From an optimization exercise on the open Yosys and OpenROAD flow, aimed at small area, a short achievable clock period and few clock cycles; shortcuts taken in it are not production practice. At most, simulation tests tie the RTL to the original design; equivalence was not proved. Power figures rest on the tool's default switching activity, not on a simulated workload.

== v6 ==
## bms_codec
module bms_codec (
    input  wire        clk,
    input  wire        rst,
    input  wire        req_valid,
    output wire        req_ready,
    input  wire [31:0] req_desc,
    input  wire [7:0]  req_count,
    input  wire [7:0]  req_counter,
    input  wire        in_valid,
    output wire        in_ready,
    input  wire [7:0]  in_data,
    output wire        out_valid,
    input  wire        out_ready,
    output wire [7:0]  out_data,
    output wire        out_last,
    output wire [2:0]  out_status
);
Size in the first run: about 960 flip-flops, ~76 I/O pins, about 35000 µm² of cells after synthesis.
Settings: LEC_CHECK=0, CAP_MARGIN=20, CORE_MARGIN=2, CORE_UTILIZATION=40, CTS_CLUSTER_DIAMETER=100, CTS_CLUSTER_SIZE=30, PLACE_DENSITY=0.6, SLEW_MARGIN=20; clock period 9.0 ns.
standard.sh (not shown) runs the stock make flow with config.mk's settings and CLKGATE_MAP_FILE= SYNTH_SCRIPT=/design/flow/synth_recipe.tcl, a recipe that flattens the netlist after the stock synthesis.
==> flow/flow/run.sh <==
#!/bin/bash
# Standard layout, with timing repair aiming at a setup slack of MARGIN ns.
set -euo pipefail
MARGIN=6
sed "s/\"\\\${@:-finish}\"/SETUP_SLACK_MARGIN=$MARGIN &/" standard.sh > standard_margin.sh
grep -q "SETUP_SLACK_MARGIN=$MARGIN" standard_margin.sh
bash standard_margin.sh > make_finish.log 2>&1
Testbench counts of v6, summed over its fixed seeds: cycles 68,260.
Modified inputs, v7 compared to v6
--- a/flow/design.v
+++ b/flow/design.v
@@ -72,15 +72,14 @@
     reg  [3:0]  i_srem;          
     reg  [4:0]  i_row;           
     reg         w_v, w_st, w_rd, w_c0, w_c6, w_c7, w_last;
     reg  [3:0]  w_row;
     reg  [7:0]  w_data;
     reg  [9:0]  rcrc_q;          
     reg         hi_ok_q;         
-    reg  [7:0]  exp_lo_q;        
     reg  [1:0]  rank_m_q;        
     reg  [767:0] mem;
     reg         p_v, p_fr, p_cmdk, p_wr, p_rd, p_one;
     reg  [3:0]  p_n1;
     reg  [15:0] p_cmd;
     reg  [2:0]  p_stat;
     reg         c_v, c_fr, c_cmdk, c_wr, c_rd, c_one;
@@ -145,15 +144,15 @@
     wire        chk_nxt   = ~nxt_df[4] | ~i_port;
     wire [9:0] rcrc_byte, rcrc_fold;
     bms_crc10_byte u_rcrc (.crc_in(w_c0 ? CRC10_SEED : rcrc_q), .data(w_data),
                            .crc_out(rcrc_byte));
     bms_crc10_ctr  u_rfold (.crc_in(rcrc_q), .ctr(w_data[7:2]), .crc_out(rcrc_fold));
     wire [1:0] rank_m = (w_data[7:2] == i_cmd[5:0]) ? R_OK :
                         (w_data[7:2] == 6'd0)       ? R_POR : R_CCE;
-    wire       pec_ok    = hi_ok_q & (exp_lo_q == w_data);
+    wire       pec_ok    = hi_ok_q & (rcrc_q[7:0] == w_data);
     wire [1:0] rank_slot = pec_ok ? rank_m_q : R_BRK;
     wire [1:0] rank_new  = (rank_slot > i_rank) ? rank_slot : i_rank;
     wire       w_done   = w_v & w_last;
     wire       w_rdok   = ~w_rd | (rank_new == R_OK);
     wire       push_w   = w_done & ~p_v;
     wire       push_i   = (i_done | n_noin) & ~p_v;
     wire       push     = push_w | push_i;
@@ -307,15 +306,15 @@
             end
             if (w_v && w_rd && w_c7)
                 i_rank <= rank_new;
         end
         if (w_v && w_rd) begin
             if (w_c6) begin
                 hi_ok_q  <= (rcrc_fold[9:8] == w_data[1:0]);
-                exp_lo_q <= rcrc_fold[7:0];
+                rcrc_q   <= rcrc_fold;
                 rank_m_q <= rank_m;
             end else if (!w_c7)
                 rcrc_q <= rcrc_byte;
         end
         if (push) begin
             p_n1   <= i_n1;
             p_cmd  <= i_cmd;
--- outcome ---
v6 ended with every stage complete and zero timing, DRC or antenna violations.
v7 closes out successfully: all stages finished, all timing, DRC and antenna checks passed.
Looking at global-route usage, v7 sits 0.58 points lower than v6 does.
| data-path buffer share of cell area in the final layout | v7 vs v6 | 1.6 points higher |
Between v7 and v6, the adder-cell area share of the yosys netlist figures differ only marginally.
Of v6 and v7, v7 shows the higher net count of the mapped netlist, with v6 below it.
v7 has less setup slack than v6.
v7 vs v6 — amount of wire on met3 after detailed routing climbed by a few percent
Compared with v6, v7 shows a higher part of the power in combinational logic.
The via count of v7 is lower than that of v6.
For v7, only the layout was checked, not whether the RTL still works.

---

== oak ==
Another version of the RTL of bms_codec (not shown whole).
For scale: roughly 1900 cells after synthesis, about 980 flip-flops, ~76 I/O pins, ~0.036 mm^2 of cells after synthesis.
==> flow/design.v (excerpt) <==
module bms_codec (
    input  wire        clk,
    input  wire        rst,
    input  wire        req_valid,
    output wire        req_ready,
    input  wire [31:0] req_desc,
    input  wire [7:0]  req_count,
    input  wire [7:0]  req_counter,
    input  wire        in_valid,
    output wire        in_ready,
    input  wire [7:0]  in_data,
    output wire        out_valid,
    input  wire        out_ready,
    output wire [7:0]  out_data,
    output wire        out_last,
    output wire [2:0]  out_status
);
clock: 9.0 ns
lec_check: 0
cap_margin: 20
core_margin: 2
core_utilization: 40
cts_cluster_diameter: 150
cts_cluster_size: 30
place_density: 0.6
slew_margin: 20
Scripts as last shown in full above: flow/flow/run.sh
Testbench counts of oak, summed over its fixed seeds: cycles 68,260.
### oak -> pine
-- flow/design.v --
<<< oak, line 91
    reg  [3:0]  s_srem;
    reg         s_ls;            
    reg         o_v, o_last;
    reg  [7:0]  o_data;
    reg  [2:0]  o_stat;
    reg         oh_last;
    reg  [7:0]  oh_data;
    reg  [2:0]  oh_stat;
    reg         k_v, k_last, k_pay, k_c0, k_c5;
    reg  [7:0]  k_data;
    reg  [2:0]  k_stat;
    reg  [9:0]  wcrc_q;          
    assign req_ready  = req_ready_q;
    assign in_ready   = in_ready_q;
>>> pine, line 91
    reg  [3:0]  s_srem;
    reg         s_ls;            
    reg         o_v, o_last, o_pay, o_c0, o_c5;
    reg  [7:0]  o_data;
    reg  [7:0]  h_data;
    reg         h_last;
    reg  [2:0]  h_stat;
    reg  [2:0]  o_stat;
    reg  [9:0]  wcrc_q;
    assign req_ready  = req_ready_q;
    assign in_ready   = in_ready_q;
<<< oak, line 109
    wire req_fire = req_valid & req_ready_q;
    wire in_fire  = in_valid & in_ready_q;
    wire o_take   = ~o_v | out_ready;       
    wire [3:0]  d_op     = req_desc[19:16];
    wire        d_port   = req_desc[22];
>>> pine, line 106
    wire req_fire = req_valid & req_ready_q;
    wire in_fire  = in_valid & in_ready_q;
    wire advance  = ~o_v | out_ready;
    wire [3:0]  d_op     = req_desc[19:16];
    wire        d_port   = req_desc[22];
<<< oak, line 181
    wire s_send  = c_wr ? s_coh[7] : s_coh[5];
    wire s_last  = c_one | (s_hdr ? (c_cmdk & s_coh[3]) : (s_send & s_ls));
    wire iss     = c_v & ~k_v;
    wire c_end   = iss & s_last;
    wire pop     = p_v & (~c_v | c_end);
>>> pine, line 178
    wire s_send  = c_wr ? s_coh[7] : s_coh[5];
    wire s_last  = c_one | (s_hdr ? (c_cmdk & s_coh[3]) : (s_send & s_ls));
    wire iss     = advance & c_v;
    wire c_end   = iss & s_last;
    wire pop     = p_v & (~c_v | c_end);
<<< oak, line 212
    wire [7:0] sbyte = s_hdr ? hbyte : c_one ? 8'h00 : rbyte;
    wire [9:0] wcrc_byte, wcrc_full;
    bms_crc10_byte u_wcrc (.crc_in(k_c0 ? CRC10_SEED : wcrc_q), .data(k_data),
                           .crc_out(wcrc_byte));
    bms_crc10_ctr  u_wfold (.crc_in(wcrc_byte), .ctr(6'd0), .crc_out(wcrc_full));
>>> pine, line 209
    wire [7:0] sbyte = s_hdr ? hbyte : c_one ? 8'h00 : rbyte;
    wire [9:0] wcrc_byte, wcrc_full;
    bms_crc10_byte u_wcrc (.crc_in(o_c0 ? CRC10_SEED : wcrc_q), .data(h_data),
                           .crc_out(wcrc_byte));
    bms_crc10_ctr  u_wfold (.crc_in(wcrc_byte), .ctr(6'd0), .crc_out(wcrc_full));
<<< oak, line 233
            c_v         <= 1'b0;
            o_v         <= 1'b0;
            k_v         <= 1'b0;
        end else begin
            w_v <= in_fire;
>>> pine, line 230
            c_v         <= 1'b0;
            o_v         <= 1'b0;
        end else begin
            w_v <= in_fire;
<<< oak, line 277
            else if (iss && c_one && c_fr)
                rdf_q <= rdf_q + {1'b0, s_srem} + 5'd1;    
            o_v <= ~o_take | k_v | iss;
            k_v <= ~o_take & (k_v | iss);
        end
        w_data <= in_data;
>>> pine, line 273
            else if (iss && c_one && c_fr)
                rdf_q <= rdf_q + {1'b0, s_srem} + 5'd1;    
            if (advance)
                o_v <= iss;
        end
        w_data <= in_data;
<<< oak, line 370
                s_coh <= {s_coh[6:0], 1'b0};
        end
        o_data <= o_take ? (k_v ? k_data : o_data_nx) : oh_data;
        o_last <= o_take ? (k_v ? k_last : s_last)    : oh_last;
        o_stat <= o_take ? (k_v ? k_stat : o_stat_nx) : oh_stat;
        if (o_take && (k_v || iss)) begin
            oh_data <= k_v ? k_data : o_data_nx;
            oh_last <= k_v ? k_last : s_last;
            oh_stat <= k_v ? k_stat : o_stat_nx;
        end
        if (iss) begin
            k_data <= o_data_nx;
            k_last <= s_last;
            k_stat <= o_stat_nx;
            k_pay  <= c_wr & ~s_hdr & ~s_coh[6] & ~s_coh[7];
            k_c0   <= s_coh[0];
            k_c5   <= s_coh[5];
            if (k_pay)
                wcrc_q <= k_c5 ? wcrc_full : wcrc_byte;
        end
    end
>>> pine, line 366
                s_coh <= {s_coh[6:0], 1'b0};
        end
        o_data <= advance ? o_data_nx : h_data;
        o_last <= advance ? s_last    : h_last;
        o_stat <= advance ? o_stat_nx : h_stat;
        if (iss) begin       
            h_data <= o_data_nx;
            h_last <= s_last;
            h_stat <= o_stat_nx;
        end
        if (advance) begin
            o_pay  <= c_wr & ~s_hdr & ~s_coh[6] & ~s_coh[7];
            o_c0   <= s_coh[0];
            o_c5   <= s_coh[5];
            if (o_v && o_pay)
                wcrc_q <= o_c5 ? wcrc_full : wcrc_byte;
        end
    end
==> comparison <==
Sequential logic power down about 1% in pine wrt oak
Taking oak as the reference, in pine clock network fraction of design power ~0 delta, flip-flop and latch count dropped 1.3%.
Max xor and xnor area share after synthesis across oak and pine: pine
Looking only at critical path depth, and setting everything else aside, the higher value of oak and pine goes to pine.
~same clock power in oak and pine
Layout overhead on the synthesized area: pine vs oak up 0.81 points
| post-layout total power | oak vs pine | ≈ equal |
[compare] base=oak new=pine: placeable core area lost about 0.6%, global-route wire length before repair picked up an extra 6600 um, total of fill cells in the finished design flat, minimum clock period rose by 0.011 ns.
Summary of the comparison: combinational share of power is higher in pine, relative to oak.
Testbench counts of pine, summed over its fixed seeds: cycles 68,260.

separate check: timing with driven ports:
No port has a modelled driver above. Below, the same layouts with a new extraction and two added sets of constraints.
Step 1: set_driving_cell puts a clkbuf_16 on clk and a buf_2 on each other input, an assumption about the parent block.
Step 2 times the ports against the registers' clock, not the clock port: input delays grow and output delays shrink by t, the midpoint of the rising clock arrivals with the driver on.
Slacks: ideal ports / drivers / drivers and shift; pairs: ideal ports / drivers.
run | shift t [ns] | slack for setup (ns) | worst hold slack (ns) | clock arrival spread, ns | slew at the worst register clock pin (ns)
v6 | 0.669 | 5.943 / 5.878 / 5.405 | 0.416 / 0.416 / 0.416 | 0.033 / 0.033 | 0.11 / 0.11
v7 | 0.654 | 5.862 / 5.885 / 5.231 | 0.408 / 0.408 / 0.408 | 0.042 / 0.042 | 0.11 / 0.11
oak | 0.661 | 6.023 / 5.984 / 5.399 | 0.393 / 0.393 / 0.393 | 0.040 / 0.040 | 0.12 / 0.12
pine | 0.666 | 6.011 / 5.991 / 5.363 | 0.412 / 0.412 / 0.412 | 0.030 / 0.030 | 0.12 / 0.12
After both steps every run listed still meets setup and hold. For pine, which loses most, drivers alone change the setup slack by -0.020 ns; drivers and shift together by -0.648 ns.
